From an optimization exercise on the open Yosys and OpenROAD flow, aimed at small area, a short achievable clock period and few clock cycles per item; shortcuts taken in it are not production practice.
Function was not checked in any run shown here: the RTL went through the layout flow alone.
No activity file was given, so power comes from the tool's default toggle rates.

===== design/flow/flow/run.sh =====
#!/bin/bash
# Own flow: the standard layout (standard.sh, standard synthesis), with
# extra ORFS settings from flow/extra.mk: repair timing towards a tighter
# setup slack target and faster port buffers. The make output goes to
# standard.log; ORFS keeps each tool's log under orfs/logs/.
cat flow/extra.mk >> config.mk
bash standard.sh > standard.log 2>&1

===== design/flow/flow/extra.mk =====
# Optimisation targets for the layout tools (the SDC and clock are unchanged)
export SETUP_SLACK_MARGIN = 7.2
export BUFFER_PORTS_ARGS = -buffer_cell sky130_fd_sc_hd__buf_2

===== design/flow/standard.sh =====
#!/bin/bash
# synth_recipe.tcl (not shown) runs the flow's synth.tcl, then flattens the netlist and writes it again
# the make line also repeats each setting of config.mk as NAME=value (left out here)
make -C /OpenROAD-flow-scripts/flow DESIGN_CONFIG=/design/flow/config.mk WORK_HOME=/design/flow/orfs CLKGATE_MAP_FILE= SYNTH_SCRIPT=/design/flow/synth_recipe.tcl "${@:-finish}"

===== design/flow/config.mk =====
export PLATFORM = sky130hd
export DESIGN_NAME = pfor_select
export DESIGN_NICKNAME = pfor_select
export VERILOG_FILES = /design/flow/design.v
export SDC_FILE = /design/flow/constraint.sdc
export NUM_CORES = 4
export LEC_CHECK = 0
export CAP_MARGIN = 20
export CORE_MARGIN = 2
export CORE_UTILIZATION = 40
export PLACE_DENSITY = 0.6
export SLEW_MARGIN = 20
# Optimisation targets for the layout tools (the SDC and clock are unchanged)
export SETUP_SLACK_MARGIN = 7.2
export BUFFER_PORTS_ARGS = -buffer_cell sky130_fd_sc_hd__buf_2

===== design/flow/constraint.sdc =====
create_clock -name core_clock -period 11.0 [get_ports {clk}]
set_input_delay 2.2000 -clock core_clock [delete_from_list [all_inputs] [get_ports {clk}]]
set_output_delay 2.2000 -clock core_clock [all_outputs]
set_load 0.01 [all_outputs]

===== design/flow/design.v =====
module pfor_select (
    input  wire        clk,
    input  wire        rst,           
    input  wire        in_valid,
    output wire        in_ready,
    input  wire [31:0] in_data,
    input  wire        in_delta,      
    input  wire        in_restart,    
    output wire        out_valid,
    input  wire        out_ready,
    output wire [5:0]  out_b,
    output wire [7:0]  out_cexcept,
    output wire [5:0]  out_maxb
);
    function [5:0] hib64;
        input [63:0] v;
        reg [31:0] a1; reg [31:0] i1;
        reg [15:0] a2; reg [31:0] i2;
        reg [7:0]  a3; reg [23:0] i3;
        reg [3:0]  a4; reg [15:0] i4;
        reg [1:0]  a5; reg [9:0]  i5;
        integer g;
        begin
            for (g = 0; g < 32; g = g + 1) begin
                a1[g] = v[2*g+1] | v[2*g];
                i1[g] = v[2*g+1];
            end
            for (g = 0; g < 16; g = g + 1) begin
                a2[g] = a1[2*g+1] | a1[2*g];
                i2[2*g+:2] = a1[2*g+1] ? {1'b1, i1[2*g+1]} : {1'b0, i1[2*g]};
            end
            for (g = 0; g < 8; g = g + 1) begin
                a3[g] = a2[2*g+1] | a2[2*g];
                i3[3*g+:3] = a2[2*g+1] ? {1'b1, i2[4*g+2+:2]} : {1'b0, i2[4*g+:2]};
            end
            for (g = 0; g < 4; g = g + 1) begin
                a4[g] = a3[2*g+1] | a3[2*g];
                i4[4*g+:4] = a3[2*g+1] ? {1'b1, i3[6*g+3+:3]} : {1'b0, i3[6*g+:3]};
            end
            for (g = 0; g < 2; g = g + 1) begin
                a5[g] = a4[2*g+1] | a4[2*g];
                i5[5*g+:5] = a4[2*g+1] ? {1'b1, i4[8*g+4+:4]} : {1'b0, i4[8*g+:4]};
            end
            hib64 = a5[1] ? {1'b1, i5[9:5]} : {1'b0, i5[4:0]};
        end
    endfunction
    reg         in_rdy;
    reg  [6:0]  cnt;           
    reg         blk_delta;     
    reg  [31:0] d_r;           
    reg         v_r;           
    reg         rs_r;          
    reg         use_r;         
    reg         last_r;        
    wire        accept = in_valid & in_rdy;
    wire        first  = (cnt == 7'd0);
    reg  [31:0] prev;          
    reg         pz;            
    reg  [5:0]  w_r;           
    reg  [5:0]  wl;            
    reg         v_w;
    reg         last_w;
    reg         rst_r;
    wire [31:0] x      = d_r - (use_r ? prev : 32'd0);
    wire [5:0]  width  = hib64({31'd0, x, 1'b0});
    wire        pz_next = v_r ? (~blk_delta & (rs_r | pz)) : pz;
    reg  [6:0]  freq [1:32];   
    wire [32:1] pres;          
    reg         full;          
    reg         scanning;      
    reg         gact;          
    reg         rel;           
    reg  [6:0]  fr;            
    reg  [7:0]  dacc;          
    reg  [5:0]  cb;            
    reg         v1;
    reg  [5:0]  kf;            
    reg  [7:0]  dk;            
    reg  [5:0]  bk;
    reg         vk;
    reg  [12:0] q_r;           
    reg  [5:0]  b_r;
    reg  [7:0]  e_r;
    reg         v2;
    reg  [5:0]  maxb;
    reg  [5:0]  best_b;
    reg  [7:0]  best_c;
    reg  [12:0] best_q;
    reg         outv;
    reg         done_r;
    integer j;
    reg  [32:1] above;         
    reg  [32:1] hot;           
    always @* begin
        above[32] = 1'b0;
        for (j = 31; j >= 1; j = j - 1)
            above[j] = above[j+1] | pres[j+1];
        hot = pres & ~above;
    end
    wire [5:0]  idx  = hib64({31'd0, pres, 1'b0});
    reg  [6:0]  fsel;
    always @* begin
        fsel = 7'd0;
        for (j = 1; j <= 32; j = j + 1)
            fsel = fsel | ({7{hot[j]}} & freq[j]);
    end
    wire        any   = |pres;
    wire        start = full & ~scanning & ~outv;
    wire        step  = start | gact;        
    wire        relnow = step & any & ~|(pres & above);
    wire        better = q_r > best_q;
    wire [13:0] bound  = {1'b0, q_r} + {1'b0, b_r, 7'd0};
    wire        prune  = bound <= {1'b0, best_q};
    wire        done_scan = v2 & ((b_r == 6'd0) | prune);
    wire        done_now  = start & ~any;
    wire        done  = done_scan | done_now;
    wire        gstop = done & ~rel & ~relnow;    
    assign in_ready    = in_rdy;
    assign out_valid   = outv;
    assign out_b       = best_b;
    assign out_cexcept = best_c;
    assign out_maxb    = maxb;
    always @(posedge clk) begin
        d_r   <= in_data;
        use_r <= first ? (in_delta & ~in_restart & ~pz_next)
                       : (blk_delta & ~pz_next);
        if (accept & first)
            blk_delta <= in_delta;
        if (rst) begin
            in_rdy <= 1'b1;
            cnt    <= 7'd0;
            v_r    <= 1'b0;
            rs_r   <= 1'b0;
            last_r <= 1'b0;
        end else begin
            v_r    <= accept;
            rs_r   <= accept & first & in_restart;
            last_r <= accept & (cnt == 7'd127);
            if (accept)
                cnt <= cnt + 7'd1;
            if (accept & (cnt == 7'd127))
                in_rdy <= 1'b0;
            else if (done | relnow)
                in_rdy <= 1'b1;
        end
    end
    always @(posedge clk) begin
        w_r   <= width;
        rst_r <= rst;
        if (v_w)
            wl <= w_r;
        if (v_r & blk_delta)
            prev <= d_r;
        if (rst) begin
            pz     <= 1'b1;
            v_w    <= 1'b0;
            last_w <= 1'b0;
        end else begin
            pz     <= pz_next;
            v_w    <= v_r;
            last_w <= last_r;
        end
    end
    genvar w;
    generate
        for (w = 1; w <= 32; w = w + 1) begin : g_hist
            wire [7:0] t;
            wire [6:0] s;
            assign t[0] = v_w && (w_r == w);
            genvar i;
            for (i = 0; i < 7; i = i + 1) begin : g_bit
                assign s[i]   = freq[w][i] ^ t[i];
                assign t[i+1] = freq[w][i] & t[i];
            end
            always @(posedge clk) begin
                if (rst_r | done_r | (step & hot[w]))
                    freq[w] <= 7'd0;
                else
                    freq[w] <= s;
            end
            assign pres[w] = |freq[w];
        end
    endgenerate
    always @(posedge clk) begin
        fr   <= step ? fsel : 7'd0;
        cb   <= idx;
        kf   <= 6'd8 + maxb - cb;
        dk   <= dacc;
        bk   <= cb;
        q_r  <= kf * dk;
        b_r  <= bk;
        e_r  <= 8'd128 - dk;
        if (start)
            dacc <= 8'd128;
        else
            dacc <= dacc - {1'b0, fr};
        if (start) begin
            best_q <= 13'd0;
            best_b <= wl;
            best_c <= 8'd0;
        end else if (v2 & better) begin
            best_b <= b_r;
            best_c <= e_r;
            best_q <= q_r;
        end
        if (start)
            maxb <= any ? idx : wl;
        if (rst) begin
            full     <= 1'b0;
            scanning <= 1'b0;
            gact     <= 1'b0;
            rel      <= 1'b0;
            v1       <= 1'b0;
            vk       <= 1'b0;
            v2       <= 1'b0;
            outv     <= 1'b0;
            done_r   <= 1'b0;
        end else begin
            done_r  <= gstop;
            v1      <= step & (start | scanning) & ~done;
            rel     <= relnow | (rel & ~start);
            if (start)
                gact <= any;
            else if ((step & (idx == 6'd0)) | gstop)
                gact <= 1'b0;
            vk      <= v1 & ~done;
            v2      <= vk & ~done;
            if (outv & out_ready)
                outv <= 1'b0;
            if (v_w & last_w)
                full <= 1'b1;
            if (start) begin
                full     <= 1'b0;
                scanning <= any;
                if (~any)
                    outv <= 1'b1;
            end else if (done_scan) begin
                scanning <= 1'b0;
                outv     <= 1'b1;
            end
        end
    end
endmodule

==> out/metrics.cfg, run 1 <==
[die]
io_pins = 60
start_util_pct = 40.3
die_h_um = 239
rows = 86
die_area_um2 = 57100
placeableCoreArea_um2 = 54800
die_w_um = 239

[logic_synthesis]
syn_avg_cell_area_um2 = 9.82
synth_seq_cells = 427
synth_largest_area_cell = dfxtp_1
synth.net_count = 2601
synth_edf_count = 51
syn_area_um2 = 22100
ys_async_sr_fraction_pct = 0
synth.top_cell.area_share_pct = 34.1
synth-seq-area-share_pct = 41.0
netlist_instances = 2247
yosysWarnings = 2
yosys_most_used_dff = dfxtp_1
synth_top_cells_by_area = dfxtp_1 34%, ha_1 16%, and2_1 7.4%
ys_types = 87

[global_route]
antenna_found_initial = 0
grt_pass1_vias = 16800
overflow = 0
grt_max_degree = 44
grt.total_usage_pct = 19.8
grt_first_pass_wirelength_um = 89800

[job]
maxCapViolCount = 0

[timing]
period_needed_ps = 3680
hold_viol = 0
max_freq_ghz = 0.272
finalCritPeriodShare_pct = 33.5
max_slew_margin_pct = 34.4
rsz0062_at_grt = yes
setup_viol = 0
tightest_slew_ps = 984
fin_skew_ps = 28.5
fin_setup_tns_ps = 0
slew_violations = 0

[cells_and_area]
layout_commonest_cell = dfxtp_1
stdcell_count = 3071
fin_nets = 2686
final_cell_mix = 364 x dfxtp_1, 284 x ha_1, 258 x and2_1, 171 x nand2_1, 154 x nor2_1
diodes = 0
fin_util_pct = 46.1
drive_above_1_share_pct = 11.4
synthToLayoutAreaGrowth_pct = 14.3

[power]
powerDensity_nw_per_um2 = 177
vdd_drop_max_v = 0.000135
power.leakage_nw = 12.0

[detailed_routing]
dr.pass1.iters = 6
drt_iter0_drc = 1027
drtAntennaViolNets = 0
wire_per_inst_um = 18.4
num_vias = 16900
drc = 0
post_drt_via_cell_ratio = 5.51
drt_wl_total_um = 56400

[clocking]
clkLatencyLatePin_ps = 590
hold_buffers = 0
cts_buffers = 46
max-clock-path-buffers = 3
clock-root-buffer = clkbuf_16
cts_tree = built
cts.sinks = 427
h-tree-depth = 2
clk_pin_slew_ps = 60

[min_path]
hp-class = flop to flop

[place]
globalplace.congestion = 0.929
port_buffers = 59
dp_hpwl_um = 43600
dp_cells = 2964

[critical_path]
critical_path_required_ps = 11450
critPathArrivalTime_ps = 4130
cp-start-kind = flop
crit_path_end_kind = flop
worstSetupPathType = flop to flop
crit_path_max_fanout = 7

[outcome]
status = complete, no violations

==> power breakdown <==
part,switching (mW),leakage (nW),internal [mW]
sequential,0.0942,3.53,1.69
combinational,0.594,7.72,0.510
clock,0.642,0.764,0.927
==> sequential cells by signal (all words and copies together) (netlist names), 8 cells and up <==
signal and cells:
best_c 8, best_q 13, d_r 32, dacc 8, dk 8, e_r 8, freq 224, prev 32
q_r 13
==> stage by stage <==
step                power, mW  area, µm²  hold slack, ps  setup slack (ps)
floorplan                2.61      22100             310              7330
finish                   4.45      25200             327              7320
CTS                      4.45      24800             326              7170
global placement         2.81      23100             311              6810
global route             4.75      25200             332              7120
detailed placement       2.84      23100             313              6800
==> worst max-delay path, cell delays in order, from the launching register on <==
cell and delay, ps:
dfxtp_4 370, clkbuf_16 160, and2_4 140, ha_4 150, fa_2 340, nand2b_4 160, a21oi_4 180, o2111ai_4 160
o211ai_1 300, o21ai_2 120, a311oi_2 350, or4b_4 500, a221o_1 270, nand4_1 100, o311a_1 170, nor4_1 50
==> path summary, 6_finish.rpt <==
path,start,end,slack [ps],cells after the start
worst max register to register,use_r,w_r[0],7320,15
worst max-delay path,use_r,w_r[0],7320,15
worst min-delay path,bk[1],b_r[1],330,0
worst min register to register,bk[1],b_r[1],330,0
==> synthesized netlist by cell type (all sizes together) (11+ instances only) <==
master  number
nor2       162
nor4        44
a31oi       24
clkbuf      39
a21o        32
xor2        51
and2       262
fa          28
nand4       13
nand2b      20
or3         11
dfxtp      376
buf         15
or4         29
mux2i       21
a22oi       14
nor3        48
a211oi      13
nand3       30
a221oi      28
nor2b       13
edfxtp      51
xnor2       41
o21ai       59
and3        16
a21oi      130
ha         288
nand2      173
inv         81
==> cells by family (layout without fill, tap and decap cells) <==
group	Yosys count	count (layout)	synth area share (%)
muxes	23	23	1.05
xor gates and xnor gates	92	92	3.65
buffers and inverters	135	255	2.39
adders and majority gates	317	317	18.9
and+or+nand+nor	857	857	21.1
AOI/OAI and AO/OA	396	396	11.8
DFF	427	427	41.0
==> per-layer routing <==
layer	GRT usage [%]	share of wire (%)	vias up
met1	25.9	45	8196
met3	3.30	5.3	119
met4	6.76	3.5	0
met2	33.1	47	424
met5	0	0	-
li1	-	-	8197
==> what timing repair did <==
item | 4_1_cts | 5_1_grt
gates resized for setup | 23 | 68
endpoints found under the hold margin | 0 | 0
endpoints found under the setup margin | 24 | 27
gates cloned | 0 | 1
pin swaps | 4 | 21
buffers inserted | 5 | 18
==> cell type report <==
cell class	instances	area, µm²
Fill cell	5172	29500
Multi-Input combinational cell	1685	12900
Sequential cell	427	9080
Clock buffer	69	1400
Tap cell	704	881
Timing Repair Buffer	91	566
Inverter	81	304
Clock inverter	14	148
==> inputs of run 2 (changes only) <==
==> design/flow/flow/extra.mk (replaced) <==
# Optimisation targets for the layout tools (the SDC and clock are unchanged)
export SETUP_SLACK_MARGIN = 7.5
export BUFFER_PORTS_ARGS = -buffer_cell sky130_fd_sc_hd__buf_2
--- a/design/flow/config.mk
+++ b/design/flow/config.mk
@@ -13,3 +13,3 @@
 # Optimisation targets for the layout tools (the SDC and clock are unchanged)
-export SETUP_SLACK_MARGIN = 7.2
+export SETUP_SLACK_MARGIN = 7.5
 export BUFFER_PORTS_ARGS = -buffer_cell sky130_fd_sc_hd__buf_2
==> run 2 against run 1 <==
Count of clock-buffer cells in the layout increased by 2. Via count is 1.1% higher. Clock skew increased by 13 ps. Sequential power hardly changed. Die area unchanged. Global-route usage is 0.44 points higher. Register-to-register slack better by 70 ps.
==> out/metrics.cfg, run 2 <==
[timing]
setup_ws_ps = 7390
fin_setup_tns_ps = 0
max_freq_ghz = 0.277
hold_viol = 0
max_slew_margin_pct = 30.5
rsz0062_at_grt = yes
fin_skew_ps = 41.4
period_needed_ps = 3610
finalCritPeriodShare_pct = 32.8
slew_violations = 0
setup_viol = 0
holdWs_ps = 325
tightest_slew_ps = 1040

[min_path]
hp-class = flop to flop
hp-start = bk[3]
min_path_cells = 0
min_to = b_r[3]

[critical_path]
crit_path_end_kind = flop
critical_path_required_ps = 11450
reg2reg_to = w_r[0]
critPathArrivalTime_ps = 4060
worstSetupPathType = flop to flop
reg2reg_depth = 15
cp-start-kind = flop
reg2reg_from = use_r
rrSetupSlack_ps = 7390
crit_path_max_fanout = 8

[detailed_routing]
met1_length_um = 25300
drc = 0
num_vias = 17100
drt_iter0_drc = 1037
met3WireLength_um = 3010
top_layer = met4
post_drt_via_cell_ratio = 5.51
drtAntennaViolNets = 0
drt_wl_total_um = 57700
wire_per_inst_um = 18.6
dr.pass1.iters = 9
dr_wl_met2_um = 27100

[logic_synthesis]
ys_async_sr_fraction_pct = 0
synth_seq_cells = 427
synthMuxAreaShare_pct = 1.05
syn_area_um2 = 22100
synth_edf_count = 51
yosys_most_used_dff = dfxtp_1
synth.top_cell.area_share_pct = 34.1
syn_avg_cell_area_um2 = 9.82
synth_largest_area_cell = dfxtp_1
yosys.area_share.adder_pct = 18.9
synth_top_cells_by_area = dfxtp_1 34%, ha_1 16%, and2_1 7.4%
synth_compound_area_share_pct = 11.8
synth_top_family_by_area = simple AND/OR/NAND/NOR gates
yosysWarnings = 2
synth.most_common_cell = dfxtp_1
ys_types = 87
synth-seq-area-share_pct = 41.0
synth.net_count = 2601
synth_xor_area_share_pct = 3.65
synth_simple_gate_area_share_pct = 21.1
netlist_instances = 2247
synth_common_cells = 376 x dfxtp_1, 288 x ha_1, 261 x and2_1

[cells_and_area]
stdcell_count = 3107
final_cell_mix = 358 x dfxtp_1, 273 x ha_1, 254 x and2_1, 163 x nand2_1, 150 x nor2_1
largest_registers = freq x224, d_r x32, prev x32
largest_reg_flops = 224
fin_util_pct = 47.5
drive_above_1_share_pct = 15.6
fin_nets = 2719
design_area_um2 = 26000
regMostFlops = freq
synthToLayoutAreaGrowth_pct = 18.0
layout_commonest_cell = dfxtp_1

[power]
power.leakage_nw = 12.3
vdd_drop_max_v = 0.000147
power_mw = 4.69
powerDensity_nw_per_um2 = 180

[clocking]
cts_tree = built
h-tree-depth = 2
max-clock-path-buffers = 3
clock-root-buffer = clkbuf_16
clk_pin_slew_ps = 60
cts.sinks = 427
clkLatencyLatePin_ps = 600
cts_buffers = 48

[die]
placeableCoreArea_um2 = 54800
start_util_pct = 40.3
die_h_um = 239
io_pins = 60
die_area_um2 = 57100
die_w_um = 239
rows = 86

[global_route]
grt.total_usage_pct = 20.2
grt_pass1_vias = 17000
grt_max_degree = 44
overflow = 0
antenna_found_initial = 1
grt_first_pass_wirelength_um = 91600

[place]
port_buffers = 59
globalplace.congestion = 0.975
placed_area_um2 = 23100
dp_hpwl_um = 43700
dp_slack_ps = 6870
dp_cells = 2965

[job]
maxCapViolCount = 0

[outcome]
status = complete, no violations

[run 2: cell counts after synthesis]
Identical to the previous run, type by type.
[run 2: report_power, final]
| group | switching, mW | total [mW] | internal [mW] |
|---|---|---|---|
| Combinational | 0.664 | 1.30 | 0.636 |
| Clock | 0.647 | 1.61 | 0.965 |
| Sequential | 0.0845 | 1.77 | 1.69 |
[run 2: worst max-delay path by stage]
stage / startpoint / to / depth (start not counted)
final: use_r / w_r[0] / 15
after global routing: use_r / w_r[0] / 16
after CTS: use_r / w_r[0] / 15
after detailed placement: use_r / w_r[0] / 14
after global placement: use_r / w_r[0] / 14
after floorplan: dk[5] / q_r[12] / 16
[run 2: timing repair]
action | 4_1_cts | 5_1_grt
gates cloned | 2 | 0
hold endpoints to repair | 0 | 0
pin swaps | 41 | 49
hold buffers | 0 | 0
setup buffers | 30 | 22
resized for setup | 111 | 91
setup endpoints to repair | 59 | 58
[run 2: cells by family after synthesis]
group | Yosys count
buf+inv | 135
flops | 427
compound gates | 396
xor+xnor | 92
mux | 23
fa+ha+maj | 317
simple gates | 857
[run 2: final cells by class]
cell class	count	area [µm²]
Antenna cell	1	2.50
Clock buffer	71	1460
Clock inverter	16	156
Fill cell	5131	28700
Inverter	81	304
Multi-Input combinational cell	1685	13300
Sequential cell	427	9110
Tap cell	704	881
Timing Repair Buffer	122	870
[run 2: critical path: stages (launching register included)]
cell	delay, ps
dfxtp_4	370
buf_12	140
and2_4	140
ha_4	160
fa_2	360
nand2b_4	160
a21oi_4	150
o2111ai_4	180
o211ai_1	280
o21ai_2	110
mux2_4	310
or4b_1	520
a221o_1	290
nand4_1	100
o311a_1	170
nor4_1	50
[run 2: layer usage]
layer | GRT usage (%) | vias to the layer above
li1 | - | 8266
met1 | 25.9 | 8249
met2 | 34.1 | 475
met3 | 3.19 | 135
met4 | 8.26 | 0
met5 | 0 | -
==> inputs of run 3 (changes only) <==
--- a/design/flow/config.mk
+++ b/design/flow/config.mk
@@ -10,2 +10,4 @@
 export CORE_UTILIZATION = 40
+export CTS_CLUSTER_DIAMETER = 70
+export CTS_CLUSTER_SIZE = 28
 export PLACE_DENSITY = 0.6
==> run 3 against run 2 <==
Still clean. Clock skew decreased by 12 ps. Setup slack improved by 4.9 ps. Utilization shrank 1.0 points. Area after synthesis unchanged. Highest routed layer unchanged.
==> out/metrics.cfg, run 3 <==
[outcome]
status = complete, no violations

[power]
vdd_drop_max_v = 0.000175
powerDensity_nw_per_um2 = 167
power_mw = 4.26
power.leakage_nw = 12.0

[timing]
period_needed_ps = 3610
setup_viol = 0
hold_viol = 0
slew_violations = 0
fin_skew_ps = 29.8
fin_setup_tns_ps = 0
rsz0062_at_grt = yes
finalCritPeriodShare_pct = 32.8
setup_ws_ps = 7390
max_slew_margin_pct = 31.2
tightest_slew_ps = 1030
max_freq_ghz = 0.277

[critical_path]
reg2reg_depth = 15
rrSetupSlack_ps = 7390
crit_buf_inv = 1
crit_path_end_kind = flop
crit_path_max_fanout = 8
cp.depth = 15
worstSetupPathType = flop to flop
critPathArrivalTime_ps = 4100
slowest_delay_ps = 490
cp_slowest_cell = or4b_4
crit_path_cell_trace = buf_12 -> and2_4 -> ha_4 -> fa_2 -> nand2b_4 -> a21oi_4 -> o2111ai_4 -> o211ai_1 -> o21ai_2 -> a311oi_2 -> or4b_4 -> a221o_1 -> nand4_1 -> o311a_1 -> nor4_1
cp-start-kind = flop
critical_path_required_ps = 11490
crit_family = compound AO/OA/AOI/OAI gates

[detailed_routing]
drc = 0
num_vias = 16900
drtAntennaViolNets = 0
post_drt_via_cell_ratio = 5.51
wire_per_inst_um = 18.5
drt_wl_total_um = 56900
drt_iter0_drc = 1132
dr.pass1.iters = 5

[logic_synthesis]
synth_top_cells_by_area = dfxtp_1 34%, ha_1 16%, and2_1 7.4%
yosys_most_used_dff = dfxtp_1
synth_common_cells = 376 x dfxtp_1, 288 x ha_1, 261 x and2_1
synth_edf_count = 51
syn_avg_cell_area_um2 = 9.82
synth.net_count = 2601
synth-seq-area-share_pct = 41.0
netlist_instances = 2247
synth_seq_cells = 427
syn_area_um2 = 22100
synth.most_common_cell = dfxtp_1
synth_largest_area_cell = dfxtp_1
synth.top_cell.area_share_pct = 34.1
yosysWarnings = 2
ys_types = 87
ys_async_sr_fraction_pct = 0

[global_route]
grt_first_pass_wirelength_um = 90500
grt.total_usage_pct = 19.9
overflow = 0
grt_pass1_vias = 16800
antenna_found_initial = 0
grt_max_degree = 44

[clocking]
clkLatencyLatePin_ps = 610
cts.sinks = 427
clk_pin_slew_ps = 100
max-clock-path-buffers = 3
hold_buffers = 0
h-tree-depth = 1
clock-root-buffer = clkbuf_16
cts_buffers = 28
cts_tree = built

[min_path]
hp-class = flop to flop
min_path_cells = 0

[cells_and_area]
fin_nets = 2700
largest_reg_flops = 224
diodes = 0
synthToLayoutAreaGrowth_pct = 15.5
drive_above_1_share_pct = 14.8
design_area_um2 = 25500
largest_registers = freq x224, d_r x32, prev x32
regMostFlops = freq
final_cell_mix = 359 x dfxtp_1, 272 x ha_1, 254 x and2_1, 163 x nand2_1, 149 x nor2_1
layout_commonest_cell = dfxtp_1

[die]
io_pins = 60
die_area_um2 = 57100
die_w_um = 239
start_util_pct = 40.3
die_h_um = 239
placeableCoreArea_um2 = 54800
rows = 86

[place]
placed_area_um2 = 23100
port_buffers = 59
dp_slack_ps = 6870
globalplace.congestion = 0.975
dp_hpwl_um = 43700

[job]
maxCapViolCount = 0

-- run 3: cell counts after synthesis --
No cell type changed its count.
-- run 3: cell type report --
| type | count | area (µm²) |
|---|---|---|
| Clock buffer | 29 | 726 |
| Clock inverter | 23 | 322 |
| Fill cell | 5163 | 29300 |
| Inverter | 81 | 304 |
| Multi-Input combinational cell | 1685 | 13300 |
| Sequential cell | 427 | 9110 |
| Tap cell | 704 | 881 |
| Timing Repair Buffer | 123 | 866 |
-- run 3: through the flow --
step / std cells / util, % / hold WS [ps]
2_1_floorplan: 2247 / - / 310
3_3_place_gp: 2965 / 42.2 / 310
3_5_place_dp: 2965 / 42.2 / 312
4_1_cts: 3043 / 45.4 / 330
5_1_grt: 3072 / 46.5 / 342
6_report: 3072 / 46.5 / 333
-- run 3: per-layer routing --
metal | routed length (µm) | share of wire [%] | global-route usage (%)
met1 | 25000 | 44 | 25.8
met2 | 26600 | 47 | 33.6
met3 | 2670 | 4.7 | 2.75
met4 | 2620 | 4.6 | 7.54
met5 | 0 | 0 | 0
-- run 3: kinds of logic after synthesis --
logic type / synth area share (%)
buffers and inverters: 2.39
DFF: 41.0
xor gates and xnor gates: 3.65
adders and majority gates: 18.9
and+or+nand+nor: 21.1
muxes: 1.05
AOI/OAI and AO/OA: 11.8
-- run 3: report_power, final --
part	internal, mW	total [mW]	switching (mW)
combinational	0.645	1.30	0.659
sequential	1.69	1.77	0.0861
clock	0.534	1.18	0.646
-- run 3: worst paths after layout --
kind              startpoint      to
setup reg to reg       use_r  w_r[0]
hold / removal         bk[3]  b_r[3]
hold reg to reg        bk[3]  b_r[3]
setup / recovery       use_r  w_r[0]
-- run 3: timing repair --
action,CTS,global route
setup endpoints to repair,58,44
setup buffers,24,29
resized for setup,114,91
gates cloned,2,0
pin swaps,36,50
==> inputs of run 4 (changes only) <==
--- a/design/flow/design.v
+++ b/design/flow/design.v
@@ -223,3 +223,3 @@
                 gact <= any;
-            else if ((step & (idx == 6'd0)) | gstop)
+            else if ((step & ~any) | gstop)
                 gact <= 1'b0;
==> design/flow/flow/extra.mk (replaced) <==
# Optimisation targets for the layout tools (the SDC and clock are unchanged)
export SETUP_SLACK_MARGIN = 7.4
export BUFFER_PORTS_ARGS = -buffer_cell sky130_fd_sc_hd__buf_2
--- a/design/flow/config.mk
+++ b/design/flow/config.mk
@@ -10,4 +10,2 @@
 export CORE_UTILIZATION = 40
-export CTS_CLUSTER_DIAMETER = 70
-export CTS_CLUSTER_SIZE = 28
 export PLACE_DENSITY = 0.6
@@ -15,3 +13,3 @@
 # Optimisation targets for the layout tools (the SDC and clock are unchanged)
-export SETUP_SLACK_MARGIN = 7.5
+export SETUP_SLACK_MARGIN = 7.4
 export BUFFER_PORTS_ARGS = -buffer_cell sky130_fd_sc_hd__buf_2
==> run 4 against run 3 <==
Still clean. Critical path depth decreased by 6. Global-route usage increased by 0.41 points. Flip-flop and latch count unchanged. Cell count increased by 3.1%. Clock power increased by 41%. Die area increased by 0.45%. Power increased by 12%. Critical path type unchanged. Largest power group unchanged.
==> out/metrics.cfg, run 4 <==
[detailed_routing]
drtAntennaViolNets = 0
wire_per_inst_um = 18.6
drt_wl_total_um = 58700
dr.pass1.iters = 6
drc = 0
num_vias = 17200
drt_iter0_drc = 1331
post_drt_via_cell_ratio = 5.44

[clocking]
clock-root-buffer = clkbuf_16
hold_buffers = 0
cts_tree = built
max-clock-path-buffers = 3
clkLatencyLatePin_ps = 610
cts_buffers = 47
clk_pin_slew_ps = 60
cts.sinks = 427
h-tree-depth = 2

[place]
port_buffers = 59
dp_hpwl_um = 44100
placed_area_um2 = 23300
globalplace.congestion = 0.984
dp_cells = 3025

[critical_path]
crit_path_end_kind = flop
worstSetupPathType = flop to flop
crit_path_max_fanout = 12
critical_path_required_ps = 11470
rrSetupSlack_ps = 7440
cp-endpoint = done_r
cp-start-kind = flop
reg2reg_depth = 9
critPathArrivalTime_ps = 4030
startpoint = freq[31][2]
reg2reg_from = freq[31][2]
reg2reg_to = done_r

[timing]
rsz0062_at_grt = yes
fin_skew_ps = 36.9
hold_viol = 0
max_slew_margin_pct = 34.8
period_needed_ps = 3560
finalCritPeriodShare_pct = 32.4
max_freq_ghz = 0.281
fin_setup_tns_ps = 0
setup_viol = 0
slew_violations = 0
tightest_slew_ps = 978

[logic_synthesis]
synth_largest_area_cell = dfxtp_1
yosysWarnings = 2
ys_types = 78
synth.most_common_cell = dfxtp_1
netlist_instances = 2264
synth.top_cell.area_share_pct = 34.0
ys_async_sr_fraction_pct = 0
syn_avg_cell_area_um2 = 9.79
synth-seq-area-share_pct = 40.9
synth_seq_cells = 427
synth_common_cells = 376 x dfxtp_1, 288 x ha_1, 266 x and2_1
synth.net_count = 2618
syn_area_um2 = 22200
yosys_most_used_dff = dfxtp_1
synth_edf_count = 51
synth_top_cells_by_area = dfxtp_1 34%, ha_1 16%, and2_1 7.5%

[global_route]
grt.total_usage_pct = 20.3
grt_pass1_vias = 16900
grt_max_degree = 46
overflow = 0
antenna_found_initial = 1
grt_first_pass_wirelength_um = 91300

[cells_and_area]
nFillCells = 5168
largest_reg_flops = 224
regMostFlops = freq
stdcell_count = 3166
synthToLayoutAreaGrowth_pct = 17.8
seq_area_um2 = 9090
largest_registers = freq x224, d_r x32, prev x32
final_cell_mix = 362 x dfxtp_1, 268 x ha_1, 264 x and2_1, 166 x nand2_1, 138 x nor2_1
fin_nets = 2733
diodes = 0
layout_commonest_cell = dfxtp_1
multi_input_area_um2 = 13300
drive_above_1_share_pct = 14.4
design_area_um2 = 26100

[die]
rows = 86
start_util_pct = 40.3
die_h_um = 239
io_pins = 60
placeableCoreArea_um2 = 55000
die_w_um = 239
die_area_um2 = 57300

[power]
vdd_drop_max_v = 0.000175
powerDensity_nw_per_um2 = 182
power_mw = 4.75
power.leakage_nw = 12.3

[min_path]
hp-class = flop to flop
min_path_cells = 0

[job]
maxCapViolCount = 0

[outcome]
status = complete, no violations

run 4: cell count changes in the layout (fill, tap and decap cells not counted), moves of 9 or more:
cell	change
nor3_1	+14
clkbuf_16	+21
nor4_1	-9
a31oi_1	+15
and2_1	+10
nor4_2	+10
and4_1	+9
inv_1	+9
o21ai_0	-15
a221oi_1	-10
nor2_1	-11
or4_1	-10
run 4: kinds of logic (layout without fill, tap and decap cells):
kind of cell | count (synthesis) | in the layout | share of synthesized area (%)
buffers and inverters | 140 | 294 | 2.43
XOR/XNOR | 95 | 95 | 3.75
AO/OA/AOI/OAI | 407 | 407 | 12.3
multiplexers | 26 | 26 | 1.19
AND/OR/NAND/NOR | 851 | 851 | 20.6
adder cells (fa/ha/maj) | 318 | 318 | 18.9
flip-flops | 427 | 427 | 40.9
run 4: worst min path at each step:
stage / from / to / slack [ps]
2_1_floorplan: bk[0] / b_r[0] / 310
3_3_place_gp: bk[5] / b_r[5] / 310
3_5_place_dp: bk[2] / b_r[2] / 310
4_1_cts: bk[2] / b_r[2] / 330
5_1_grt: bk[1] / b_r[1] / 340
6_report: bk[2] / b_r[2] / 330
run 4: report_power, final:
part | internal (mW) | switching [mW] | leakage (nW)
logic | 0.619 | 0.682 | 7.98
registers | 1.69 | 0.0920 | 3.53
clock network | 0.989 | 0.669 | 0.806
total | 3.30 | 1.44 | 12.3
run 4: metrics by stage:
stage / util (%) / hold slack [ps] / setup slack (ps)
final: 47.5 / 328 / 7440
after global routing: 47.5 / 335 / 7290
after CTS: 46.1 / 327 / 7390
after detailed placement: 42.3 / 312 / 6590
after global placement: 42.3 / 311 / 6750
after floorplan: - / 310 / 7450
run 4: what timing repair did:
item | CTS | global route
resized for setup | 69 | 109
pin swaps | 20 | 53
setup endpoints to repair | 61 | 35
cloned | 1 | 1
setup buffers | 22 | 29
run 4: worst max-delay path, cell delays in order, from the launching register on:
cell and delay (ps):
dfxtp_1 330, or4_1 540, nor4_2 160, buf_4 240
and3_4 300, nand3_1 210, nor2_1 680, a211oi_1 180
or4_4 610, nor4b_1 180
run 4: cell type report:
cell class,count,share of cell area (%)
Clock buffer,64,5.22
Timing Repair Buffer,120,3.19
Multi-Input combinational cell,1697,50.9
Tap cell,748,3.58
Inverter,86,1.24
Sequential cell,427,34.8
Clock inverter,24,1.05
run 4: per-layer routing:
metal  GRT usage [%]  up-vias  part of all wire [%]
li1                -     8344                     -
met1            25.9     8238                    43
met2            32.8      499                    46
met3            4.45      143                   6.6
met4            9.26        0                   4.3
met5               0        -                     0
==> inputs of run 5 (changes only) <==
--- a/design/flow/design.v
+++ b/design/flow/design.v
@@ -72,2 +72,3 @@
     reg         rel;           
+    reg         relq;          
     reg  [6:0]  fr;            
@@ -109,3 +110,27 @@
     wire        step  = start | gact;        
-    wire        relnow = step & any & ~|(pres & above);
+    function one_of32;
+        input [31:0] v;
+        reg [15:0] a1, m1; reg [7:0] a2, m2; reg [3:0] a3, m3; reg [1:0] a4, m4;
+        integer g;
+        begin
+            for (g = 0; g < 16; g = g + 1) begin
+                a1[g] = v[2*g] | v[2*g+1];
+                m1[g] = v[2*g] & v[2*g+1];
+            end
+            for (g = 0; g < 8; g = g + 1) begin
+                a2[g] = a1[2*g] | a1[2*g+1];
+                m2[g] = m1[2*g] | m1[2*g+1] | (a1[2*g] & a1[2*g+1]);
+            end
+            for (g = 0; g < 4; g = g + 1) begin
+                a3[g] = a2[2*g] | a2[2*g+1];
+                m3[g] = m2[2*g] | m2[2*g+1] | (a2[2*g] & a2[2*g+1]);
+            end
+            for (g = 0; g < 2; g = g + 1) begin
+                a4[g] = a3[2*g] | a3[2*g+1];
+                m4[g] = m3[2*g] | m3[2*g+1] | (a3[2*g] & a3[2*g+1]);
+            end
+            one_of32 = (a4[0] | a4[1]) & ~(m4[0] | m4[1] | (a4[0] & a4[1]));
+        end
+    endfunction
+    wire        relnow = step & one_of32(pres);
     wire        better = q_r > best_q;
@@ -116,3 +141,3 @@
     wire        done  = done_scan | done_now;
-    wire        gstop = done & ~rel & ~relnow;    
+    wire        gstop = done & ~rel & ~relq;      
     assign in_ready    = in_rdy;
@@ -142,3 +167,3 @@
                 in_rdy <= 1'b0;
-            else if (done | relnow)
+            else if (done | relq)
                 in_rdy <= 1'b1;
@@ -212,2 +237,3 @@
             rel      <= 1'b0;
+            relq     <= 1'b0;
             v1       <= 1'b0;
@@ -220,3 +246,4 @@
             v1      <= step & (start | scanning) & ~done;
-            rel     <= relnow | (rel & ~start);
+            relq    <= relnow;
+            rel     <= relq | (rel & ~start);
             if (start)
==> run 5 against run 4 <==
Setup slack worse by 86 ps. Largest power group unchanged. Hold slack worse by 1.6 ps. Non-clock buffer count down 6. Die area down 1.3%. Count of clock-buffer cells in the layout up 1. Clock skew down 12 ps.
==> out/metrics.cfg, run 5 <==
[outcome]
status = complete, no violations

[cells_and_area]
largest_registers = freq x224, d_r x32, prev x32
synthToLayoutAreaGrowth_pct = 17.0
final_cell_mix = 365 x dfxtp_1, 276 x ha_1, 262 x and2_1, 165 x nand2_1, 134 x nor2_1
largest_reg_flops = 224
layout_commonest_cell = dfxtp_1
drive_above_1_share_pct = 13.4
stdcell_count = 3053
regMostFlops = freq
fin_nets = 2673
diodes = 0

[critical_path]
slowest_delay_ps = 550
critPathArrivalTime_ps = 4150
crit_buf_inv = 3
crit_path_cell_trace = buf_12 -> buf_16 -> and2_4 -> ha_4 -> fa_2 -> nand2b_4 -> a21oi_4 -> o21bai_4 -> o21ba_4 -> o21ai_4 -> xnor2_2 -> nand2_1 -> or4_4 -> nand4bb_4 -> buf_6 -> a311oi_2
worstSetupPathType = flop to flop
cp_slowest_cell = or4_4
crit_path_max_fanout = 6
cp-start-kind = flop
critical_path_required_ps = 11500
crit_family = simple AND/OR/NAND/NOR gates
crit_path_end_kind = flop

[logic_synthesis]
yosysWarnings = 2
synth.most_common_cell = dfxtp_1
synth-seq-area-share_pct = 41.5
synth_seq_cells = 428
syn_avg_cell_area_um2 = 9.91
synth_edf_count = 51
synth.top_cell.area_share_pct = 34.5
syn_area_um2 = 21900
synth.net_count = 2561
synth_largest_area_cell = dfxtp_1
netlist_instances = 2207
yosys_most_used_dff = dfxtp_1
ys_types = 77
ys_async_sr_fraction_pct = 0
synth_top_cells_by_area = dfxtp_1 35%, ha_1 16%, and2_1 7.6%
synth_common_cells = 377 x dfxtp_1, 288 x ha_1, 266 x and2_1

[die]
die_area_um2 = 56600
rows = 85
io_pins = 60
die_w_um = 238
die_h_um = 238
placeableCoreArea_um2 = 53900
start_util_pct = 40.6

[power]
powerDensity_nw_per_um2 = 188
power_mw = 4.82
power.leakage_nw = 12.0
vdd_drop_max_v = 0.000199

[timing]
tightest_slew_ps = 1150
hold_viol = 0
slew_violations = 0
setup_ws_ps = 7350
rsz0062_at_grt = yes
fin_setup_tns_ps = 0
setup_viol = 0
finalCritPeriodShare_pct = 33.2
max_slew_margin_pct = 23.0
period_needed_ps = 3650
fin_skew_ps = 24.5
max_freq_ghz = 0.274

[global_route]
grt_max_degree = 46
grt.total_usage_pct = 20.2
grt_first_pass_wirelength_um = 91300
overflow = 0
grt_pass1_vias = 16800
antenna_found_initial = 1

[detailed_routing]
drt_wl_total_um = 57700
dr.pass1.iters = 8
drt_iter0_drc = 1347
num_vias = 16900
drtAntennaViolNets = 0
wire_per_inst_um = 18.9
post_drt_via_cell_ratio = 5.54
drc = 0

[clocking]
clkLatencyLatePin_ps = 590
hold_buffers = 0
h-tree-depth = 2
cts_buffers = 48
max-clock-path-buffers = 3
cts_tree = built
clk_pin_slew_ps = 60
cts.sinks = 428
clock-root-buffer = clkbuf_16

[place]
port_buffers = 59
dp_hpwl_um = 43000
dp_cells = 2916
dp_slack_ps = 6580
globalplace.congestion = 0.974

[min_path]
hp-class = flop to flop

[job]
maxCapViolCount = 0

[run 5: cell types whose count changed after synthesis, moves of 8 or more]
cell	before	now
a21oi_1	132	112
a22oi_1	10	26
inv_1	86	75
and4_1	14	4
nor2_1	147	138
a31oi_1	38	30
nor3_1	62	54
[run 5: kinds of logic after synthesis]
logic type / share of synthesized area [%]
buf+inv: 2.27
fa+ha+maj: 19.2
compound gates: 12.0
mux: 1.01
flops: 41.5
simple gates: 20.3
xor+xnor: 3.80
[run 5: metrics by stage]
step                hold slack [ps]  utilization (%)  area (µm²)
CTS                             328             46.6       25100
global route                    336             47.5       25600
detailed placement              314             42.5       22900
finish                          326             47.5       25600
floorplan                       310                -       21900
global placement                312             42.5       22900
[run 5: worst reg2reg max path, delay by kind of cell, from the launching register on]
kind                     cells  cell delay (ps)
adder cells (fa/ha/maj)      2              490
flip-flops                   1              370
AO/OA/AOI/OAI                5              950
buffers and inverters        3              420
AND/OR/NAND/NOR              5             1180
XOR/XNOR                     1              140
[run 5: what timing repair did]
action | 4_1_cts | 5_1_grt
cloned | 2 | 1
setup endpoints to repair | 118 | 109
resized for setup | 74 | 65
endpoints found under the hold margin | 0 | 0
setup buffers | 23 | 22
pin swaps | 33 | 37
[run 5: path summary, 6_finish.rpt]
path / start / cells past startpoint / end / slack [ps]
hold / removal: bk[0] / 0 / b_r[0] / 330
setup reg to reg: use_r / 16 / w_r[0] / 7350
setup / recovery: use_r / 16 / w_r[0] / 7350
hold reg to reg: bk[0] / 0 / b_r[0] / 330
[run 5: layout make-up]
| type | count | area [µm²] |
|---|---|---|
| Clock buffer | 65 | 1330 |
| Clock inverter | 23 | 315 |
| Fill cell | 5008 | 28300 |
| Inverter | 76 | 287 |
| Multi-Input combinational cell | 1651 | 12900 |
| Sequential cell | 428 | 9110 |
| Tap cell | 696 | 871 |
| Timing Repair Buffer | 114 | 783 |
[run 5: power by group]
part | leakage, nW | switching (mW) | internal, mW
logic | 7.67 | 0.719 | 0.641
clock network | 0.795 | 0.654 | 1.01
registers | 3.54 | 0.0958 | 1.70
total | 12.0 | 1.47 | 3.35
[run 5: routing by layer]
layer,GRT usage [%],vias to the layer above,part of all wire [%]
met2,33.8,536,47
met5,0,-,0.028
li1,-,8128,-
met4,8.35,2,3.7
met3,3.27,146,5.7
met1,26.0,8109,44

==> static timing again, ports no longer ideal <==
The results above use ideal ports. As a check the final layouts listed here were re-extracted and re-timed, cells and wires unchanged. Step 1, drivers: a clkbuf_16 drives clk and a buf_2 each remaining input, both assumed. Step 2 times the ports against the registers' clock, not the clock port: input delays grow and output delays shrink by t, the midpoint of the rising clock arrivals with the driver on. a / b / c = ideal ports / drivers / drivers and shift; a / b = the first two.
| run | t, ns | slack for setup (ns) | hold slack, ns | slew at the worst register clock pin (ns) |
|---|---|---|---|---|
| run 1 | 0.636 | 7.320 / 7.320 / 7.320 | 0.327 / 0.327 / 0.327 | 0.07 / 0.07 |
| run 2 | 0.634 | 7.390 / 7.390 / 7.390 | 0.325 / 0.325 / 0.325 | 0.07 / 0.07 |
| run 3 | 0.655 | 7.395 / 7.395 / 7.395 | 0.333 / 0.333 / 0.333 | 0.10 / 0.10 |
| run 4 | 0.649 | 7.437 / 7.437 / 7.437 | 0.328 / 0.328 / 0.328 | 0.07 / 0.07 |
| run 5 | 0.633 | 7.351 / 7.351 / 7.245 | 0.326 / 0.326 / 0.326 | 0.06 / 0.06 |
After both steps every run listed still meets setup and hold. The setup slack of run 5, which loses most, moves by 0.000 ns with the drivers and by -0.106 ns with both steps.
